Background: an optimization exercise with open tools, aiming at small area, a short achievable clock period and few clock cycles. Do not read the settings as production practice. Where RTL was checked, it was by simulation tests only, not by an equivalence proof against the original.

// css_disckey
module css_disckey (
    input  wire        clk,
    input  wire        rst,         
    input  wire        start,
    output wire        ready,
    output wire [8:0]  slot_addr,
    input  wire [39:0] slot_data,
    output wire        done,
    output wire        found,
    output wire [39:0] disc_key
);
For scale: about 1900 cells after synthesis, ~280 flip-flops, ~95 I/O pins.
clock: 6.0 ns
lec_check: 0
cap_margin: 20
core_margin: 2
core_utilization: 40
place_density: 0.6
setup_slack_margin: 3.2
slew_margin: 20
run.sh (not shown) runs the stock make flow with config.mk's settings and CLKGATE_MAP_FILE= SYNTH_SCRIPT=/design/flow/synth_recipe.tcl, a recipe that flattens the netlist after the stock synthesis.
Testbench counts at the start, summed over its fixed seeds: cycles 272,231.
==> next run, changes <==
CORE_UTILIZATION = 60   (was 40)
PLACE_DENSITY = 0.75   (was 0.6)
SETUP_SLACK_MARGIN = 2.5   (was 3.2)
What happened: Die area shrinks by a quarter to a third; setup slack gets worse by 0.17 ns; clock-buffer cell count fell by 3; non-clock buffer count drops by 59; wire length goes down by a little under a tenth; design area went down by a little under a tenth; first-iteration DRC count is lower by about a fifth; final cell count came out lower by roughly a tenth; maximum frequency falls by a few percent; clock skew grows by 0.019 ns.
==> next run, changes <==
CORE_UTILIZATION = 40   (was 60)
PLACE_DENSITY = 0.6   (was 0.75)
Result: Via count decreases by a few percent; synthesized cell count does not change.

========
css_disckey, a different RTL version from the one above (not shown whole).
Size in the first run: roughly 230 flip-flops, roughly 95 I/O pins, ~17000 um^2 of cells after synthesis.
Settings: LEC_CHECK=0, CAP_MARGIN=20, CORE_MARGIN=2, CORE_UTILIZATION=40, PLACE_DENSITY=0.6, SLEW_MARGIN=20; clock period 6.0 ns.
Rerun with:
--- a/flow/config.mk
+++ b/flow/config.mk
@@ -7,0 +8 @@
+export ABC_CLOCK_PERIOD_IN_PS = 3000
@@ -11,0 +13 @@
+export SETUP_SLACK_MARGIN = 2.5
The changed run passed the timing, design-rule and antenna checks.
Via count rises by 0.83%.
Utilization increases by 3.1 points.
Critical path depth goes up by 1.
Routed wire length went up by 2.6%.
Fmax increases by 27%.
Worst setup slack gains 1.0 ns.
Design area is higher by 6.7%.
No run of this note included a check of the RTL's function; only the layout flow was run.

========
Setup of trial 24:
Another version of the RTL of css_disckey (not shown whole).
export LEC_CHECK = 0
export CAP_MARGIN = 20
export CORE_MARGIN = 2
export CORE_UTILIZATION = 50
export PLACE_DENSITY = 0.7
export SETUP_SLACK_MARGIN = 3.0
export SLEW_MARGIN = 20
export SYNTH_HIERARCHICAL = 1
create_clock -name core_clock -period 6.0 [get_ports {clk}]
standard.sh (not shown) runs the stock make flow with config.mk's settings and CLKGATE_MAP_FILE= SYNTH_SCRIPT=/design/flow/synth_recipe.tcl, a recipe that flattens the netlist after the stock synthesis.
==> flow/flow/run.sh <==
#!/bin/bash
set -euo pipefail
export BUFFER_PORTS_ARGS="-buffer_cell sky130_fd_sc_hd__buf_2"
bash standard.sh > standard.log 2>&1
Having completed the whole flow, trial 24 delivered a layout that passed the timing, design-rule and antenna checks.
Input changes introduced in build 67 (baseline for comparison: trial 24):
- CORE_UTILIZATION: 50 -> 40
- PLACE_DENSITY: 0.7 -> 0.6
- SETUP_SLACK_MARGIN: 3.0 -> 3.1
Build 67: number of tap cells added at floorplan about 24% above trial 24. On sequential cell count, trial 24 and build 67 are neck and neck. Non-clock buffer count in the final layout: build 67 vs trial 24 up about 22%. Diff trial 24 -> build 67: clock period minus worst slack went down 0.019 ns, length of routed met3 wiring went down about 15%, number of antenna diodes went up 1. Build 67 ended up with met4 as its top layer reached by signal wires; trial 24 ended up with met5.
No functional check of the RTL was part of any run of this note.

========
oak:
Another version of the RTL of css_disckey (not shown whole).
For scale: about 3700 cells after synthesis, about 95 I/O pins, roughly 36000 sq um of cells after synthesis.
Settings: LEC_CHECK=0, CAP_MARGIN=20, CORE_MARGIN=2, CORE_UTILIZATION=40, PLACE_DENSITY=0.6, SETUP_SLACK_MARGIN=3.3, SLEW_MARGIN=20, SYNTH_HIERARCHICAL=1, SYNTH_MINIMUM_KEEP_SIZE=100; clock period 6.0 ns.
Scripts as last shown in full above: flow/flow/run.sh
#### Input delta (pine over oak)
- SYNTH_MINIMUM_KEEP_SIZE now 200, was 100
- SETUP_SLACK_MARGIN now 3.1, was 3.3
==> flow/run.sh (new file) <==
#!/bin/bash
# synth_recipe.tcl (not shown) runs the flow's synth.tcl, then flattens the netlist and writes it again
# the make line also repeats each setting of config.mk as NAME=value (left out here)
make -C /OpenROAD-flow-scripts/flow DESIGN_CONFIG=/design/flow/config.mk WORK_HOME=/design/flow/orfs CLKGATE_MAP_FILE= SYNTH_SCRIPT=/design/flow/synth_recipe.tcl finish
removed: flow/flow/run.sh
removed: flow/standard.sh
--- outcome ---
Looking at worst-case reg-to-reg path depth, pine sits 2 higher than oak does.
Compared to oak, the routing of pine uses less wire.
From oak to pine the numbers moved as follows: utilization after layout went up 2.1 points, time the final worst path needs with I/O delays and setup went up 440 ps.
The following lists how birch was set up differently from pine:
- SYNTH_MINIMUM_KEEP_SIZE: 200 -> 100
==> flow/flow/run.sh (new file) <==
#!/bin/bash
set -euo pipefail
export BUFFER_PORTS_ARGS="-buffer_cell sky130_fd_sc_hd__buf_2"
bash standard.sh > standard.log 2>&1
==> flow/standard.sh (new file) <==
#!/bin/bash
# synth_recipe.tcl (not shown) runs the flow's synth.tcl, then flattens the netlist and writes it again
# the make line also repeats each setting of config.mk as NAME=value (left out here)
make -C /OpenROAD-flow-scripts/flow DESIGN_CONFIG=/design/flow/config.mk WORK_HOME=/design/flow/orfs CLKGATE_MAP_FILE= SYNTH_SCRIPT=/design/flow/synth_recipe.tcl "${@:-finish}"
removed: flow/run.sh
## What came out
- birch ended with more first-iteration DRC count than pine.
- birch has completed all stages; timing, DRC and antenna checks passed.
- Compared with pine, birch shows a higher later-pin clock latency in the skew report.
- Any difference in final routed wirelength across all metal layers between pine and birch is small enough to ignore.
- pine → birch: worst path required time shrank by 80 ps, final clock period utilization by the worst path now sits lower, design area now smaller, diode insertion count for antenna repair shows a reduction of 1, count of boundary I/O pins has remained practically unchanged.
No functional check of the RTL was part of any run of this note.

## re-timing with driven ports
The flow's constraints put no driver on any port. The routed layouts listed below were extracted and timed again, unchanged, in two steps. Step 1 assumes that a clkbuf_16 drives the clock port and a buf_2 every other input. Step 2 adds t to the input delays and takes it off the output delays; t is the mean of the earliest and latest rising clock arrival at the registers after step 1. Input paths then give back, and output paths get back, about the clock's delay inside the block. a / b / c = no drivers / after step 1 / after step 2; a / b = the first two.
run	t (ns)	slack for setup (ns)	hold WS [ns]	worst setup path after step 2
the first run of note 1	0.593	2.680 / 2.680 / 2.680	0.408 / 0.408 / 0.408	register to register
the second run of note 1	0.611	2.512 / 2.512 / 2.512	0.374 / 0.374 / 0.374	register to register
the third run of note 1	0.589	2.551 / 2.551 / 2.551	0.371 / 0.371 / 0.371	register to register
the first run of note 2	0.591	1.174 / 1.174 / 1.174	0.423 / 0.423 / 0.423	register to register
the second run of note 2	0.592	2.193 / 2.193 / 2.189	0.427 / 0.427 / 0.427	input to register
trial 24	0.672	2.973 / 2.973 / 2.949	0.399 / 0.399 / 0.399	input to register
build 67	0.667	2.993 / 2.993 / 2.932	0.386 / 0.386 / 0.386	input to register
oak	0.724	3.219 / 3.219 / 2.855	0.389 / 0.389 / 0.389	input to register
pine	0.710	2.775 / 2.775 / 2.524	0.370 / 0.370 / 0.370	input to register
birch	0.724	3.107 / 3.107 / 2.778	0.382 / 0.382 / 0.382	input to register
After both steps setup and hold are still met in every run listed. For oak, which loses most, drivers alone change the setup slack by 0.000 ns; drivers and shift together by -0.364 ns.
